This design comes from an exercise in tuning for a short achievable clock period and few clock cycles per item on the open sky130 flow, not from production work.
Function was checked by simulation only, so behaviour that the tests miss may differ from the original.
Power figures rest on the tool's default switching activity, not on a simulated workload.

==> flow/design.v, too long to show whole: its modules and the start of the top module <==
// module qse_framer: 2211 lines
module qse_framer (
    input  wire        clk,
    input  wire        rst,            
    input  wire        cmd_valid,
    output wire        cmd_ready,
    input  wire        cmd_load,       
    input  wire [31:0] cmd_seed,
    input  wire        cmd_scr,        
    input  wire [9:0]  cmd_ps_words,   
    input  wire [11:0] cmd_len,        
    input  wire        in_valid,
    output wire        in_ready,
    input  wire [31:0] in_data,
    output wire        out_valid,
    input  wire        out_ready,
    output wire [31:0] out_data,
    output wire        out_last
);
  // ...
==> flow/flow/run.sh <==
#!/bin/bash
set -euo pipefail
M="SETUP_SLACK_MARGIN=5.7"
R="orfs/results/${FLOW_PLATFORM:-sky130hd}/qse_framer/base"
bash standard.sh $M place > standard_place.log 2>&1
ODB_IN="$R/3_place.odb" openroad -no_init -exit flow/move_out_ffs.tcl > move_out_ffs.log 2>&1
CTS="CTS_ARGS=-sink_clustering_enable -repair_clock_nets -sink_clustering_size 24 -sink_clustering_max_diameter 100 -apply_ndr half"
bash standard.sh $M "$CTS" finish > standard_finish.log 2>&1
==> flow/flow/move_out_ffs.tcl <==
# Put each flip-flop whose only load is an output port's buffer right next to
# that buffer (which sits at the port), then legalize the placement.
read_db $::env(ODB_IN)
set block [ord::get_db_block]
set moved 0
foreach bt [$block getBTerms] {
  if {[$bt getIoType] ne "OUTPUT"} { continue }
  set buf ""
  foreach it [[$bt getNet] getITerms] { if {[$it isOutputSignal]} { set buf [$it getInst] } }
  if {$buf eq ""} { continue }
  set a [$buf findITerm A]
  if {$a eq "NULL" || $a eq ""} { continue }
  set n2 [$a getNet]
  if {[llength [$n2 getITerms]] != 2} { continue }
  set ff ""
  foreach it [$n2 getITerms] { if {[$it isOutputSignal]} { set ff [$it getInst] } }
  if {$ff eq "" || ![string match "*df*" [[$ff getMaster] getName]]} { continue }
  set loc [$buf getLocation]
  $ff setLocation [lindex $loc 0] [lindex $loc 1]
  $ff setPlacementStatus PLACED
  incr moved
}
puts "moved $moved flip-flops next to their output buffers"
detailed_placement
check_placement -verbose
write_db $::env(ODB_IN)
==> flow/standard.sh <==
#!/bin/bash
# synth_recipe.tcl (not shown) runs the flow's synth.tcl, then flattens the netlist and writes it again
# the make line also repeats each setting of config.mk as NAME=value (left out here)
make -C /OpenROAD-flow-scripts/flow DESIGN_CONFIG=/design/flow/config.mk WORK_HOME=/design/flow/orfs CLKGATE_MAP_FILE= SYNTH_SCRIPT=/design/flow/synth_recipe.tcl "${@:-finish}"
==> flow/config.mk <==
export PLATFORM = sky130hd
export DESIGN_NAME = qse_framer
export DESIGN_NICKNAME = qse_framer
export VERILOG_FILES = /design/flow/design.v
export SDC_FILE = /design/flow/constraint.sdc
export NUM_CORES = 4
export LEC_CHECK = 0
export ABC_CLOCK_PERIOD_IN_PS = 2500
export CAP_MARGIN = 20
export CORE_MARGIN = 2
export CORE_UTILIZATION = 60
export CTS_CLUSTER_DIAMETER = 100
export CTS_CLUSTER_SIZE = 24
export PLACE_DENSITY = 0.7
export SLEW_MARGIN = 20
==> flow/constraint.sdc <==
create_clock -name core_clock -period 8.0 [get_ports {clk}]
set_input_delay 1.6000 -clock core_clock [delete_from_list [all_inputs] [get_ports {clk}]]
set_output_delay 1.6000 -clock core_clock [all_outputs]
set_load 0.01 [all_outputs]
==> reports/summary.md, run 1 <==
The run finished with no timing, DRC or antenna violations. The commonest cells after synthesis are sky130_fd_sc_hd__dfxtp_1, sky130_fd_sc_hd__edfxtp_1, sky130_fd_sc_hd__inv_1, sky130_fd_sc_hd__fa_1, sky130_fd_sc_hd__xnor2_1. Clock tree synthesis inserted a total of 102 buffers.

The region available for standard cell placement spans 154000 µm². Busiest metal layer after global routing: met2. After legalization and detailed placement, the total HPWL measured 155000 µm. The synthesized design devotes to its leading area cell type 29.4% of total area. The internal power of the cells totals 14.3 mW. The worst setup path is launched from a register. The delay of the slowest critical-path stage is 360 ps. Global routing consumed, on the met1 layer, 40.3% of the routing resources.

On the critical path the largest part of the delay comes from flip-flops. After detailed routing, the average wire length per cell comes to 25.1 µm. The area growth from synthesis to layout is 14.4%. The net count of the finished layout is 8107. In the synthesized netlist the dominant register cell turns out to be sky130_fd_sc_hd__dfxtp_1.

The multi-input gate count was 3397. For the pin with the worst max-slew slack, the measured transition is 1040 ps. Share of the cycle needed by the critical path after routing: 35.1%.

The maximum net fanout on the critical path works out to 1. Kind of critical path: register to primary output. The post-synthesis async set-or-reset flop share is 0%.

The most common cell after layout, fill and taps aside was sky130_fd_sc_hd__dfxtp_1. After routing, the total negative slack on setup checks comes to 0 ps. In the final routing, the length of wire on met1 measures 94600 µm. The logic depth of the worst register-to-register path is 10. TritonCTS built the clock tree.

In this run the post-CTS setup repair buffer count came out at 258. Timing-limited maximum frequency: 0.356 GHz. The xor/xnor share of the synthesized area is 5.05%. The worst hold path passes through 0 cells. The path class of the lowest-slack min-delay path is register to register.
Testbench counts, summed over its fixed seeds: cycles 21,261, bytes 84,816.
==> run 2, diff against run 1 <==
--- a/flow/design.v
+++ b/flow/design.v
@@ -1901,41 +1901,47 @@
     always @(posedge clk) begin
         c_load <= cmd_load;
         c_scr  <= cmd_scr;
         c_seed <= cmd_seed;
         c_pw   <= cmd_ps_words;
         c_len  <= cmd_len;
         c_v    <= !gate_rst && cmd_valid && cmd_ready_q;
     end
-    wire        qi_push = c_v && !c_load;
+    wire        qi_new  = c_v && !c_load;           
+    wire        qi_push;                             
     wire [27:0] qi_wdat = {c_len > 12'd3, c_len > 12'd2, c_len > 12'd1, c_len != 12'd0,
                            c_pw == 10'd1, c_scr, c_len, c_pw};
     reg  [27:0] qi_mem [0:DCQ-1];
     reg  [1:0]  qi_wp, qi_rp;
     reg  [DCQ-1:0] qi_th;
     wire        qi_pop;
     wire [27:0] qi_head = qi_mem[qi_rp];
+    wire        qi_byp;                              
+    wire [27:0] qi_src  = qi_byp ? qi_wdat : qi_head;
     wire        qi_ne = qi_th[0];
-    wire        qk_push = c_v && (c_load || c_scr);
+    wire        qk_new  = c_v && (c_load || c_scr);
+    wire        qk_push;
     wire [32:0] qk_wdat = {c_load, c_load ? c_seed : {22'd0, c_pw}};
     reg  [32:0] qk_mem [0:DCQ-1];
     reg  [1:0]  qk_wp, qk_rp;
     reg  [DCQ-1:0] qk_th;
     wire        qk_pop;
     wire [32:0] qk_head = qk_mem[qk_rp];
+    wire        qk_byp;
+    wire [32:0] qk_src  = qk_byp ? qk_wdat : qk_head;
     wire        qk_ne = qk_th[0];
-    wire [1:0] qi_n = {1'b0, qi_push} + {1'b0, cmd_ready_q};
-    wire [1:0] qk_n = {1'b0, qk_push} + {1'b0, cmd_ready_q};
+    wire [1:0] qi_n = {1'b0, qi_new} + {1'b0, cmd_ready_q};
+    wire [1:0] qk_n = {1'b0, qk_new} + {1'b0, cmd_ready_q};
     wire qi_room = (qi_n == 2'd0) ? !qi_th[DCQ-1] : (qi_n == 2'd1) ? !qi_th[DCQ-2] : !qi_th[DCQ-3];
     wire qk_room = (qk_n == 2'd0) ? !qk_th[DCQ-1] : (qk_n == 2'd1) ? !qk_th[DCQ-2] : !qk_th[DCQ-3];
-    wire qi_room_o = !(qi_th[DCQ-1] || (qi_th[DCQ-2] && (qi_push || cmd_ready_q)) ||
-                       (qi_th[DCQ-3] && qi_push && cmd_ready_q));
-    wire qk_room_o = !(qk_th[DCQ-1] || (qk_th[DCQ-2] && (qk_push || cmd_ready_q)) ||
-                       (qk_th[DCQ-3] && qk_push && cmd_ready_q));
+    wire qi_room_o = !(qi_th[DCQ-1] || (qi_th[DCQ-2] && (qi_new || cmd_ready_q)) ||
+                       (qi_th[DCQ-3] && qi_new && cmd_ready_q));
+    wire qk_room_o = !(qk_th[DCQ-1] || (qk_th[DCQ-2] && (qk_new || cmd_ready_q)) ||
+                       (qk_th[DCQ-3] && qk_new && cmd_ready_q));
     always @(posedge clk) begin
         if (qi_push) qi_mem[qi_wp] <= qi_wdat;
         if (qk_push) qk_mem[qk_wp] <= qk_wdat;
         cmd_ready_q <= !gate_rst && qi_room && qk_room;
         cmd_ready_o <= !gate_rst && qi_room_o && qk_room_o;
         if (r_rst) begin
             qi_wp <= 2'd0; qi_rp <= 2'd0; qi_th <= {DCQ{1'b0}};
             qk_wp <= 2'd0; qk_rp <= 2'd0; qk_th <= {DCQ{1'b0}};
@@ -1991,19 +1997,19 @@
         in_ready_o <= !gate_rst && ow_ok_o && if_room_o;
         if (r_rst) begin
             if_wp <= 2'd0; if_rp <= 2'd0; if_th <= {DIF{1'b0}};
             add_a <= 14'd0; add_b <= 14'h3FFF; add_ge <= 3'd0; owed <= 14'd0;
         end else begin
             if_wp  <= if_wp + {1'b0, i_v};
             if_rp  <= if_rp + {1'b0, if_pop};
             if_th  <= therm({{(8-DIF){1'b0}}, if_th}, i_v, if_pop);
-            add_a  <= qi_push ? {3'd0, c_words} : 14'd0;
-            add_b  <= qi_push ? {3'd0, c_words} - 14'd1 : 14'h3FFF;
-            add_ge <= qi_push ? {c_len > 12'd8, c_len > 12'd4, c_len != 12'd0} : 3'd0;
+            add_a  <= qi_new ? {3'd0, c_words} : 14'd0;
+            add_b  <= qi_new ? {3'd0, c_words} - 14'd1 : 14'h3FFF;
+            add_ge <= qi_new ? {c_len > 12'd8, c_len > 12'd4, c_len != 12'd0} : 3'd0;
             owed   <= owed + (i_v ? add_b : add_a);
         end
     end
     assign in_ready = in_ready_o;
     reg [31:0]  R0;              
     reg [127:0] R1;              
     reg [63:0]  R2;              
     reg [31:0]  SD;              
@@ -2014,21 +2020,24 @@
     reg [1:0]   inj;             
     reg [9:0]  wl;               
     reg        wl_nz, wl_one;
     reg [DKF-1:0] ka_th;         
     reg        kf_room;
     wire ld_ok   = ld_sr[2];
     wire adv     = wl_nz && kf_room && ld_ok;
     wire k_need  = !wl_nz || (adv && wl_one);
-    assign qk_pop = k_need && qk_ne;
-    wire k_load  = qk_pop && qk_head[32];
-    wire k_frame = qk_pop && !qk_head[32];
+    assign qk_pop  = k_need && qk_ne;
+    assign qk_byp  = k_need && !qk_ne && qk_new;     
+    assign qk_push = qk_new && !qk_byp;
+    wire k_take  = qk_pop || qk_byp;
+    wire k_load  = k_take && qk_src[32];
+    wire k_frame = k_take && !qk_src[32];
     wire [31:0] ring_t = R2[31:0] + R2[63:32];
-    wire [31:0] r0_alt = k_load ? qk_head[31:0] : inj[1] ? I1 : I2;
+    wire [31:0] r0_alt = k_load ? qk_src[31:0] : inj[1] ? I1 : I2;
     wire        r0_alt_en  = k_load || (adv && inj != 2'd0);
     wire        r0_ring_en = !k_load && adv && inj == 2'd0;
     wire        r0_hold    = !k_load && !adv;
     wire        kf_pop;
     always @(posedge clk) begin
         P1 <= m4_s0(SD);
         P2 <= m4_s1(P1);
         I1 <= P2[31:0] + P2[63:32];
@@ -2042,27 +2051,27 @@
         R0 <= r_rst ? 32'd0 :
               (r0_alt & {32{r0_alt_en}}) | (ring_t & {32{r0_ring_en}}) | (R0 & {32{r0_hold}});
         if (r_rst) begin
             SD <= 32'd0; inj <= 2'd2; ld_sr <= 3'd0;
             wl <= 10'd0; wl_nz <= 1'b0; wl_one <= 1'b0;
             ka_th <= {DKF{1'b0}}; kf_room <= 1'b1;
         end else begin
             if (k_load) begin
-                SD <= qk_head[31:0];
+                SD <= qk_src[31:0];
                 inj <= 2'd2;
                 ld_sr <= 3'd0;
             end else begin
                 ld_sr <= {ld_sr[1:0], 1'b1};
                 if (adv) inj <= inj - {1'b0, inj != 2'd0};
             end
             if (k_frame) begin
-                wl     <= qk_head[9:0];
+                wl     <= qk_src[9:0];
                 wl_nz  <= 1'b1;
-                wl_one <= qk_head[9:0] == 10'd1;
+                wl_one <= qk_src[9:0] == 10'd1;
             end else if (adv) begin
                 wl     <= wl - 10'd1;
                 wl_nz  <= !wl_one;
                 wl_one <= wl == 10'd2;
             end
             ka_th   <= therm(ka_th, adv, kf_pop);
             kf_room <= !(ka_th[DKF-1] || (adv && ka_th[DKF-2]));
         end
@@ -2123,35 +2132,37 @@
     reg [3:0]  lv;               
     reg [NOF-1:0] cr_th;         
     reg        o_v;              
     reg        o_v_o;            
     wire need_in  = st_pay && lv[0];
     wire need_key = st_pay && cur_scr;
     wire go       = cur_v && cr_th[0] && (!need_in || if_ne) && (!need_key || kf_ne);
     wire fin      = go && st_crc;
-    assign qi_pop = (!cur_v || fin) && qi_ne;
+    assign qi_pop  = (!cur_v || fin) && qi_ne;
+    assign qi_byp  = (!cur_v || fin) && !qi_ne && qi_new;    
+    assign qi_push = qi_new && !qi_byp;
     assign if_pop = go && need_in;
     assign kf_pop = go && need_key;
     wire o_pop    = o_v && out_ready;
     wire [11:0] blft_n = (blft > 12'd4) ? blft - 12'd4 : 12'd0;
-    wire ld   = qi_pop;
+    wire ld   = qi_pop || qi_byp;
     wire sp   = go && st_pay;
     wire spre = go && st_pre;
     wire hold_p = !ld && !sp;            
     wire hold_c = !ld && !go;            
     wire pre_end = spre && (pidx == 2'd3);
     wire pay_end = sp && pay_last;
     wire [11:0] lv_n = {blft > 12'd7, blft > 12'd6, blft > 12'd5, blft > 12'd4};
     always @(posedge clk) begin
-        if (ld) cur_scr <= qi_head[22];
-        pay_left <= (qi_head[9:0] & {10{ld}}) | ((pay_left - 10'd1) & {10{sp}}) | (pay_left & {10{hold_p}});
-        pay_last <= (qi_head[23] & ld) | ((pay_left == 10'd2) & sp) | (pay_last & hold_p);
-        blft     <= (qi_head[21:10] & {12{ld}}) | (blft_n & {12{sp}}) | (blft & {12{hold_p}});
-        lv       <= (qi_head[27:24] & {4{ld}}) | (lv_n[3:0] & {4{sp}}) | (lv & {4{hold_p}});
+        if (ld) cur_scr <= qi_src[22];
+        pay_left <= (qi_src[9:0] & {10{ld}}) | ((pay_left - 10'd1) & {10{sp}}) | (pay_left & {10{hold_p}});
+        pay_last <= (qi_src[23] & ld) | ((pay_left == 10'd2) & sp) | (pay_last & hold_p);
+        blft     <= (qi_src[21:10] & {12{ld}}) | (blft_n & {12{sp}}) | (blft & {12{hold_p}});
+        lv       <= (qi_src[27:24] & {4{ld}}) | (lv_n[3:0] & {4{sp}}) | (lv & {4{hold_p}});
         pidx     <= ((pidx + 2'd1) & {2{spre}}) | (pidx & {2{hold_c}});
         if (r_rst) begin
             cur_v <= 1'b0; st_pre <= 1'b0; st_pay <= 1'b0; st_crc <= 1'b0;
             cr_th <= {NOF{1'b1}};
         end else begin
             cur_v  <= ld || (cur_v && !fin);
             st_pre <= ld || (st_pre && !pre_end);
             st_pay <= !ld && (pre_end || (st_pay && !pay_end));
@@ -2181,31 +2192,32 @@
     reg [32:0] of_mem [0:NOF-1];
     reg [1:0]  of_wp, of_hp, of_sp;      
     reg [NOF-1:0] of_th;                 
     reg [31:0] o_data;
     reg        o_last;
     wire        of_ne   = of_th[0];
     wire        o_take  = !o_v || out_ready;
     wire        of_ld   = o_take && of_ne;
+    wire        of_dir  = o_take && !of_ne && s1_v;      
     wire [32:0] of_next = of_mem[of_hp];
     wire [32:0] of_show = of_mem[of_sp];
     always @(posedge clk) begin
         if (s1_v) of_mem[of_wp] <= of_wdat;
-        o_data <= o_take ? of_next[31:0] : of_show[31:0];
-        o_last <= o_take ? of_next[32]   : of_show[32];
-        o_v   <= !gate_rst && (of_ne || (o_v && !out_ready));
-        o_v_o <= !gate_rst && (of_ne || (o_v_o && !out_ready));
+        o_data <= !o_take ? of_show[31:0] : of_ne ? of_next[31:0] : of_wdat[31:0];
+        o_last <= !o_take ? of_show[32]   : of_ne ? of_next[32]   : of_wdat[32];
+        o_v   <= !gate_rst && (of_ne || s1_v || (o_v && !out_ready));
+        o_v_o <= !gate_rst && (of_ne || s1_v || (o_v_o && !out_ready));
         if (r_rst) begin
             of_wp <= 2'd0; of_hp <= 2'd0; of_sp <= 2'd3; of_th <= {NOF{1'b0}};
         end else begin
             of_wp <= of_wp + {1'b0, s1_v};
-            if (of_ld) begin
+            if (of_ld || of_dir) begin
                 of_hp <= of_hp + 2'd1;
                 of_sp <= of_hp;
             end
-            of_th <= therm({{(8-NOF){1'b0}}, of_th}, s1_v, of_ld);
+            of_th <= therm({{(8-NOF){1'b0}}, of_th}, s1_v && !of_dir, of_ld);
         end
     end
     assign out_valid = o_v_o;
     assign out_data  = o_data;
     assign out_last  = o_last;
 endmodule
==> flow/flow/run.sh (replaced) <==
#!/bin/bash
set -euo pipefail
M="SETUP_SLACK_MARGIN=5.7"
R="orfs/results/${FLOW_PLATFORM:-sky130hd}/qse_framer/base"
bash standard.sh $M place > standard_place.log 2>&1
ODB_IN="$R/3_place.odb" openroad -no_init -exit flow/move_out_ffs.tcl > move_out_ffs.log 2>&1
bash standard.sh $M finish > standard_finish.log 2>&1
==> reports/summary.md, run 2 <==
The number of optimization iterations in the first detailed-route pass was 5. The tools report the cell count after placement as 8754. Ranked by flip-flop count, first place goes to kf_mem. The number of nets in the synthesized netlist is 7802. Walking the worst path, the cells encountered are buf_6. The tools report the weighted congestion at the end of routability-driven global placement as 0.936.

Setup violations remaining at the end of the flow were counted as 0. Using the TritonRoute via totals, the vias-per-cell ratio works out to 5.73. Critical path required time: 6400 ps. The leading register cell type out of synthesis is sky130_fd_sc_hd__dfxtp_1. In this run, the clock network consumes 25.9% of the power. Leaving out fill and tap cells, the most frequent cells in the layout are sky130_fd_sc_hd__dfxtp_1, sky130_fd_sc_hd__edfxtp_1, sky130_fd_sc_hd__inv_1. Leaving out fill and tap cells, the most frequent cell in the layout is sky130_fd_sc_hd__dfxtp_1. The average size of a mapped cell works out to 14.2 µm².

The routed design has 230000 µm of wire. The sequential-to-total area share from yosys stat was 56.1%; the timing-limited maximum frequency was 0.356 GHz (about the same). Counting flops with a built-in enable in the synthesized netlist gives 916. The run gives 8 as the initial antenna violation count. Synthesis instantiated 87 different standard cells from the library. Data arrives at the worst endpoint at 1210 ps. The H-tree level count was 3.

TritonCTS built the clock tree. The number of buffers inserted for hold repair after clock tree synthesis was 0. The HPWL after detailed placement came out at 152000 µm (-2.2%). The power per unit of standard cell area works out to 210 nW/µm².

Pin placement for this block handled 129 I/O pins. The cell with the largest stage delay on the worst path was sky130_fd_sc_hd__dfxtp_2. After detailed routing, the number of remaining DRC violations is 0. Across every metal layer, demand over resource in global routing totals 28.5%.

The area growth from synthesis to layout was 15.0%; the clock slew seen by the registers of the worst setup and hold paths was 90 ps. The largest registers in the layout are kf_mem: 256 flops, of_mem: 132 flops, qk_mem: 132 flops. The count of routing violations after the opening detailed-route iteration was 4111. The share of post-route cells with drive strength above 1 was 22.3%. During placement, the flow inserted port buffers numbering 128. Net switching is 26.2% of the power. The worst setup path is launched from a register.

Total number of yosys warnings: 1. The run gives 39.0 ps as the final worst clock skew. Area share of the largest cell type after synthesis: 29.1% (-0.39 points).

Setup repair after global routing could not meet its margin everywhere. The tools report the worst-case clock buffer depth as 3. After synthesis the cells add up to 94700 µm². The number of hold violations in the final report was 0. Root buffer selected by CTS: sky130_fd_sc_hd__clkbuf_16. Measured against its own limit, the worst slew margin works out to 31.1%.

Broken down by cell family, the worst path's largest delay share belongs to flip-flops. Path class of the lowest-slack min-delay path: register to register. Most area-hungry cell type in the Yosys netlist: sky130_fd_sc_hd__edfxtp_1. Counting the fill cells in the layout gives 10582. Counting flops and latches in the post-synthesis netlist gives 2194.

The post-synthesis async set-or-reset flop share was 0% (unchanged). The area of the die is 161000 µm², and the transition time of the tightest slew-check pin is 1030 ps (-14.0 ps). The largest net degree at the start of global routing was 89. The detail route stage leaves a number of antenna-violating nets equal to 0. The net total in the final layout is 8304 (+2.4%). The power spent charging and discharging nets was 5.99 mW.

The share of the cycle needed by the critical path after routing is 35.1% (about the same). Kind of critical path: register to primary output. Number of sinks driven by the clock tree: 2194. The logs give 54877 for the number of global-route vias before repair and 41.9 nW for the leakage component of the power.

The number of vias in the routed layout was 53347. Counting instances in the post-synthesis netlist gives the leading cell types as sky130_fd_sc_hd__dfxtp_1, sky130_fd_sc_hd__edfxtp_1, sky130_fd_sc_hd__inv_1, sky130_fd_sc_hd__fa_1, sky130_fd_sc_hd__ha_1. Counting I/O delays and the setup requirement, the final critical path takes 2810 ps. The worst setup path is captured at a primary output. The most used standard cell by instance count after synthesis is sky130_fd_sc_hd__dfxtp_1.

Of the total power, combinational logic draws 17.3%. The tools report the setup TNS as 0 ps (unchanged). Measured along the y axis, the die boundary spans 401 µm. For the worst-skew pair, the clock arrives at the later sink with an insertion delay of 760 ps. For the number of max-slew violations in the final report, the log shows 0. The run gives 6679 as the number of cells produced by synthesis. Core footprint: 156000 µm² (+1.3%). The share of total power dissipated in sequential elements is 56.7%. The internal portion of total power is 16.9 mW (+18%). For the global-route wire length before repair, the log shows 343000 µm. In this run the horizontal extent of the chip is 401 µm. The number of max-capacitance violations reported was 0. The number of flip-flops in the largest register works out to 256.

Ranked by total cell area, the synthesized netlist is headed by sky130_fd_sc_hd__edfxtp_1, sky130_fd_sc_hd__dfxtp_1, sky130_fd_sc_hd__fa_1, sky130_fd_sc_hd__mux4_2, sky130_fd_sc_hd__ha_1. The total number of placement rows is 145. Per-cell routed wire length: 24.7 µm (-1.7%). The buffering stage count on the worst path with inverters included is 1, and the total CTS buffers is 102 (unchanged). The worst-case vdd ir drop was 0.212 mV.

The initial utilization of the core area, before any placement, comes to 60.5%. The count of cells in the finished layout, fillers not included, comes to 9314. The delay of the slowest critical-path stage was 340 ps (-20 ps). The flow ran to the end and the layout has no timing, DRC or antenna violations. Maximum net fanout on the critical path: 1 (unchanged). For this run the aggregate overflow at the end of global routing stands at 0.
[run 2: cell types whose count changed in the layout (fill, tap and decap cells not counted), sizes merged, moves of 11 or more]
cell and change:
mux2i +40, a221oi +11, xnor2 -29, mux2 -19, buf +25, a22oi +13
a211oi +15, nand3 +11, nor2b +16, nor3 +21, and3 +11, nor2 +21
o21a +13
[run 2: path summary, 6_finish.rpt]
path         slack, ps  cells after the start          startpoint           endpoint
max               5190                      1  in_ready_o$_DFF_P_           in_ready
min                320                      0    fb_3[61]$_DFF_P_   fc_3[13]$_DFF_P_
max reg2reg       5320                     10    R2[40]$_DFFE_PP_  R0[30]$_SDFF_PP0_
min reg2reg        320                      0    fb_3[61]$_DFF_P_   fc_3[13]$_DFF_P_
[run 2: timing repair]
action,in CTS,in global routing
pin swaps,150,174
gates cloned,21,3
buffers inserted,245,112
gates resized for setup,698,330
setup endpoints to repair,854,510
[run 2: final cells by class]
cell class / instances / area, µm² / share of cell area (%)
diodes: 2 / 5.00 / 0.00460
well taps: 2058 / 2570 / 2.37
clock buffers: 169 / 2860 / 2.62
clock inverters: 8 / 85.1 / 0.0781
inverters: 746 / 3010 / 2.76
repair buffers: 574 / 5720 / 5.26
flip-flops and latches: 2194 / 53400 / 49.1
multi-input cells: 3563 / 41200 / 37.8
[run 2: kinds of logic (layout without fill, tap and decap cells)]
kind of cell	count (synthesis)	after routing	share of synthesized area [%]
buf+inv	929	1497	3.73
fa+ha+maj	1030	1030	18.6
flops	2194	2194	56.1
simple gates	888	894	4.46
other cells	0	2	0
xor+xnor	512	512	4.85
compound gates	705	706	4.79
mux	421	421	7.49
[run 2: stage by stage]
stage	hold WS [ps]	setup WS [ps]	instance area, µm²	power (mW)	utilization, %
floorplan	310	5210	95500	15.6	-
global placement	311	4260	99100	16.6	63.4
detailed placement	312	4280	99200	16.7	63.4
CTS	317	5130	107000	22.8	68.1
global route	325	5130	109000	23.8	69.6
finish	324	5190	109000	22.9	69.6
[run 2: power groups by stage]
stage / sequential [mW] / combinational (mW) / clock (mW)
after floorplan: 13.1 / 2.48 / 0
after global placement: 13.2 / 3.41 / 0
after global routing: 13.0 / 4.37 / 6.41
after CTS: 13.0 / 3.77 / 6.03
final: 13.0 / 3.97 / 5.93
after detailed placement: 13.2 / 3.48 / 0
[run 2: metal layers]
layer | vias to the layer above | global-route usage, % | part of all wire (%)
li1 | 23747 | - | -
met1 | 27265 | 39.6 | 42
met2 | 1864 | 46.0 | 47
met3 | 469 | 4.04 | 6.3
met4 | 2 | 10.9 | 4.6
met5 | - | 0 | 0.0039
Testbench counts of run 2, summed over its fixed seeds: cycles 21,245, bytes 84,816.
==> run 3, diff against run 2 <==
==> flow/flow/move_out_ffs.tcl (replaced) <==
# Put each output port's buffer at the port, and each flip-flop whose only
# load is that buffer right next to it, then legalize the placement.
read_db $::env(ODB_IN)
set block [ord::get_db_block]
set core [$block getCoreArea]
set moved 0
foreach bt [$block getBTerms] {
  if {[$bt getIoType] ne "OUTPUT"} { continue }
  set buf ""
  foreach it [[$bt getNet] getITerms] { if {[$it isOutputSignal]} { set buf [$it getInst] } }
  if {$buf eq ""} { continue }
  # the port's position, pulled inside the core area
  set pb [$bt getBBox]
  set px [expr {([$pb xMin] + [$pb xMax]) / 2}]
  set py [expr {([$pb yMin] + [$pb yMax]) / 2}]
  set w [[$buf getMaster] getWidth]
  set h [[$buf getMaster] getHeight]
  set px [expr {max([$core xMin], min($px, [$core xMax] - 2 * $w))}]
  set py [expr {max([$core yMin], min($py, [$core yMax] - 2 * $h))}]
  $buf setLocation $px $py
  $buf setPlacementStatus PLACED
  set a [$buf findITerm A]
  if {$a eq "NULL" || $a eq ""} { continue }
  set n2 [$a getNet]
  if {[llength [$n2 getITerms]] != 2} { continue }
  set ff ""
  foreach it [$n2 getITerms] { if {[$it isOutputSignal]} { set ff [$it getInst] } }
  if {$ff eq "" || ![string match "*df*" [[$ff getMaster] getName]]} { continue }
  $ff setLocation $px $py
  $ff setPlacementStatus PLACED
  incr moved
}
puts "moved $moved flip-flops and the output buffers next to the output ports"
detailed_placement
check_placement -verbose
write_db $::env(ODB_IN)
==> reports/summary.md, run 3 <==
For the I/O pin total, the log shows 129 (unchanged). Number of sinks driven by the clock tree: 2194 (unchanged). The global-route wire length before repair was 344000 µm (+0.33%); the synthesized area was 94700 µm² (unchanged). The data arrival at the endpoint of the critical path was 1220 ps (about the same); the total CTS buffers was 102 (unchanged).

The count of port buffers added during placement works out to 128 (unchanged). STA classifies the critical path startpoint as a register. The met3 wirelength from detailed routing was 14400 µm (-0.39%); the number of vias per cell was 5.73 (about the same). The H-tree level count is 3 (unchanged). The largest registers in the layout are kf_mem: 256 flops, of_mem: 132 flops, qk_mem: 132 flops.

The number of global-route vias before repair was 54872 (-0.0091%); the overall fraction of global-route tracks in use was 28.6% (+0.095 points). The post-route met1 wirelength was 96000 µm (+0.39%). The worst-case clock buffer depth is 3 (unchanged), and the number of flip-flops in the largest register is 256 (unchanged).

In the synthesized netlist the dominant register cell turns out to be sky130_fd_sc_hd__dfxtp_1. The min-delay analysis places its worst path in the category register to register. The maximum net fanout on the critical path is 1 (unchanged), and the area of the die is 161000 µm² (unchanged). Initial standard-cell utilization of the core: 60.5% (unchanged). The power per unit of standard cell area was 210 nW/µm² (about the same). The number of endpoints failing setup at the final stage was 0 (unchanged). The setup slack after placement came out at 4280 ps (unchanged).

The initial antenna violation count is 6 (-2), and the worst reg-to-reg setup slack is 5300 ps (-20 ps). More flip-flops sit in one register than any other, and that register is kf_mem. Core footprint: 156000 µm² (unchanged).

Traced cell by cell, the critical path runs through buf_6. The flip-flop and latch count after synthesis came out at 2194 (unchanged). The kind of critical path was register to primary output.

Routed length on met2: 110000 µm (+1.2%). Counting instances in the post-synthesis netlist gives the leading cell types as sky130_fd_sc_hd__dfxtp_1, sky130_fd_sc_hd__edfxtp_1, sky130_fd_sc_hd__inv_1, sky130_fd_sc_hd__fa_1, sky130_fd_sc_hd__ha_1. The share of the cycle needed by the critical path after routing was 35.3% (+0.14 points); the final worst clock skew was 35.6 ps (-3.41 ps).

The logs give 5 (unchanged) for the number of optimization iterations in the first detailed-route pass and 89 (unchanged) for the largest net degree at the start of global routing. The number of max-capacitance violations reported came out at 0 (unchanged). The tools report the leakage component of the power as 41.9 nW (about the same).

The share of post-route cells with drive strength above 1 works out to 22.3% (-0.044 points). The root buffer cell chosen for the clock tree is sky130_fd_sc_hd__clkbuf_16. The cell with the largest stage delay on the worst path was sky130_fd_sc_hd__dfxtp_2. The worst-skew pair later-pin latency was 750 ps (about the same).

The weighted congestion at the end of routability-driven global placement is 0.936 (unchanged). The tools report the number of distinct library cell variants in the gate-level netlist after synthesis as 87 (unchanged). The post-synthesis net count is 7802 (unchanged). TritonCTS built the clock tree. The run gives 109000 µm² (about the same) as the final instance area. The number of hold violations in the final report was 0 (unchanged); the area growth from synthesis to layout was 15.1% (about the same). The sequential-to-total area share from yosys stat came out at 56.1% (unchanged). The die span in y is 401 µm (unchanged).

The kind of cell with the highest combined delay along the critical path is flip-flops. Most used standard cell by instance count after synthesis: sky130_fd_sc_hd__dfxtp_1. The logs give 231000 µm (+0.43%) for the total wirelength of the detailed-routed design and 152000 µm (unchanged) for the HPWL after detailed placement. The run gives 0 (unchanged) as the detailed-route DRC error count. The average size of a mapped cell is 14.2 µm² (unchanged), and the post-detailed-route count of antenna-violating nets is 0 (unchanged). The per-cell routed wire length works out to 24.8 µm (+0.50%). The most common cell after layout, fill and taps aside is sky130_fd_sc_hd__dfxtp_1. For the total global routing overflow, the log shows 0 (unchanged). The clock slew seen by the registers of the worst setup and hold paths is 90 ps (about the same). The cell area after placement is 99200 µm² (unchanged), and the setup slack of the critical path after layout is 5180 ps (-11.5 ps). The count of routing violations after the opening detailed-route iteration is 4123 (+0.29%), and the number of vias in the routed layout is 53347 (unchanged). Ranked by total cell area, the synthesized netlist is headed by sky130_fd_sc_hd__edfxtp_1, sky130_fd_sc_hd__dfxtp_1, sky130_fd_sc_hd__fa_1, sky130_fd_sc_hd__mux4_2, sky130_fd_sc_hd__ha_1.

The run gives 10576 (-0.057%) as the number of filler instances in the final layout. The run finished with no timing, DRC or antenna violations. The buffering stage count on the worst path with inverters included was 1 (unchanged). The transition time of the tightest slew-check pin is 1030 ps (-5.15 ps).

The number of max-slew violations in the final report was 0 (unchanged). The run gives 145 (unchanged) as the total number of placement rows. In the layout the commonest cells are sky130_fd_sc_hd__dfxtp_1, sky130_fd_sc_hd__edfxtp_1, sky130_fd_sc_hd__inv_1.

The width of the die works out to 401 µm (unchanged). The total number of yosys warnings is 1 (unchanged), and the delay of the slowest critical-path stage is 360 ps (+20 ps). The setup TNS was 0 ps (unchanged); the post-synthesis async set-or-reset flop share was 0% (unchanged).

The net total in the final layout came out at 8296 (-0.096%). The logs give 0.210 mV (-1.3%) for the worst-case vdd ir drop and 6679 (unchanged) for the number of cells produced by synthesis. Setup repair after global routing could not meet its margin everywhere.

The tools report the critical path required time as 6400 ps (about the same). The relative slew slack is 31.5% (+0.34 points), and the number of flops mapped to enable cells by yosys is 916 (unchanged). The post-layout minimum cycle time is 2820 ps (+11.5 ps). The tools report the timing-limited maximum frequency as 0.355 GHz (-0.41%). The area share of the largest cell type after synthesis works out to 29.1% (unchanged). The synthesized design spends more area on one cell type than any other, namely sky130_fd_sc_hd__edfxtp_1. The run gives 69.6% (about the same) as the final core area utilization. The total chip power is 22.9 mW (about the same).

STA classifies the critical path endpoint as a primary output. The detailed router used layers up to and including met4.
==> run 3: cell count changes in the layout (fill, tap and decap cells not counted), sizes merged <==
cell	previous run	this run
inv	713	715
buf	472	463
clkinv	4	3
clkinvlp	37	36
clkbuf	172	173
diode	2	3
==> run 3: routing by layer <==
metal	up-vias	track usage, %
met5	-	0
met4	0	10.4
met3	421	3.98
met2	1804	46.5
met1	27381	39.8
li1	23741	-
==> run 3: final cells by class <==
cell class,instances,area [µm²],share of cell area [%]
Timing Repair Buffer,566,5720,5.26
Sequential cell,2194,53400,49.1
Multi-Input combinational cell,3563,41300,37.9
Inverter,746,2990,2.74
Clock buffer,169,2860,2.62
Clock inverter,8,85.1,0.0781
Antenna cell,3,7.51,0.00689
Tap cell,2058,2570,2.36
==> run 3: metrics by stage <==
stage,hold slack [ps],cells
2_1_floorplan,310,6679
3_3_place_gp,311,8753
3_5_place_dp,312,8754
4_1_cts,317,9198
5_1_grt,325,9304
6_report,323,9307
==> run 3: worst paths after layout <==
check / end / cells after the start / from
max: out_data[17] / 1 / o_data[17]$_DFF_P_
min: fc_3[13]$_DFF_P_ / 0 / fb_3[61]$_DFF_P_
max reg2reg: R0[30]$_SDFF_PP0_ / 10 / R2[9]$_DFFE_PP_
min reg2reg: fc_3[13]$_DFF_P_ / 0 / fb_3[61]$_DFF_P_
==> run 3: power breakdown <==
part	switching [mW]	internal, mW	leakage [nW]	total (mW)
combinational	2.19	1.78	21.7	3.96
sequential	0.356	12.6	18.9	13.0
clock	3.45	2.47	1.41	5.93
total	6.00	16.9	41.9	22.9
==> run 3: kinds of logic (layout without fill, tap and decap cells) <==
kind of cell / after synthesis / in the layout / synth area share [%]
xor+xnor: 512 / 512 / 4.85
compound gates: 705 / 706 / 4.79
fa+ha+maj: 1030 / 1030 / 18.6
mux: 421 / 421 / 7.49
buf+inv: 929 / 1489 / 3.73
flops: 2194 / 2194 / 56.1
simple gates: 888 / 894 / 4.46
other cells: 0 / 3 / 0
==> run 3: what timing repair did <==
| action | 4_1_cts | 5_1_grt |
|---|---|---|
| setup endpoints to repair | 855 | 489 |
| setup buffers | 246 | 102 |
| pin swaps | 149 | 191 |
| resized for setup | 695 | 341 |
| cloned | 21 | 4 |
| hold buffers | 0 | 0 |

-- separate check: timing with driven ports --
The flow's constraints put no driver on any port. The routed layouts listed below were extracted and timed again, unchanged, in two steps.
Step 1, drivers: a clkbuf_16 drives clk and a buf_2 each remaining input, both assumed.
Step 2, shift: input delay + t, output delay - t, t = (earliest + latest rising clock arrival at the registers) / 2. This alone moves slack from input paths to output paths.
a / b / c = ideal ports / drivers / drivers and shift; a / b = the first two.
run | shift t [ns] | setup WS [ns] | hold WS [ns] | worst data-port slew with drivers (ns)
run 1 | 0.838 | 5.192 / 5.105 / 4.993 | 0.326 / 0.326 / 0.326 | 0.14
run 2 | 0.822 | 5.191 / 5.105 / 4.962 | 0.324 / 0.324 / 0.324 | 0.10
run 3 | 0.821 | 5.179 / 5.094 / 4.930 | 0.323 / 0.323 / 0.323 | 0.10
After both steps every run listed still meets setup and hold. The setup slack of run 3, which loses most, moves by -0.085 ns with the drivers and by -0.249 ns with both steps.
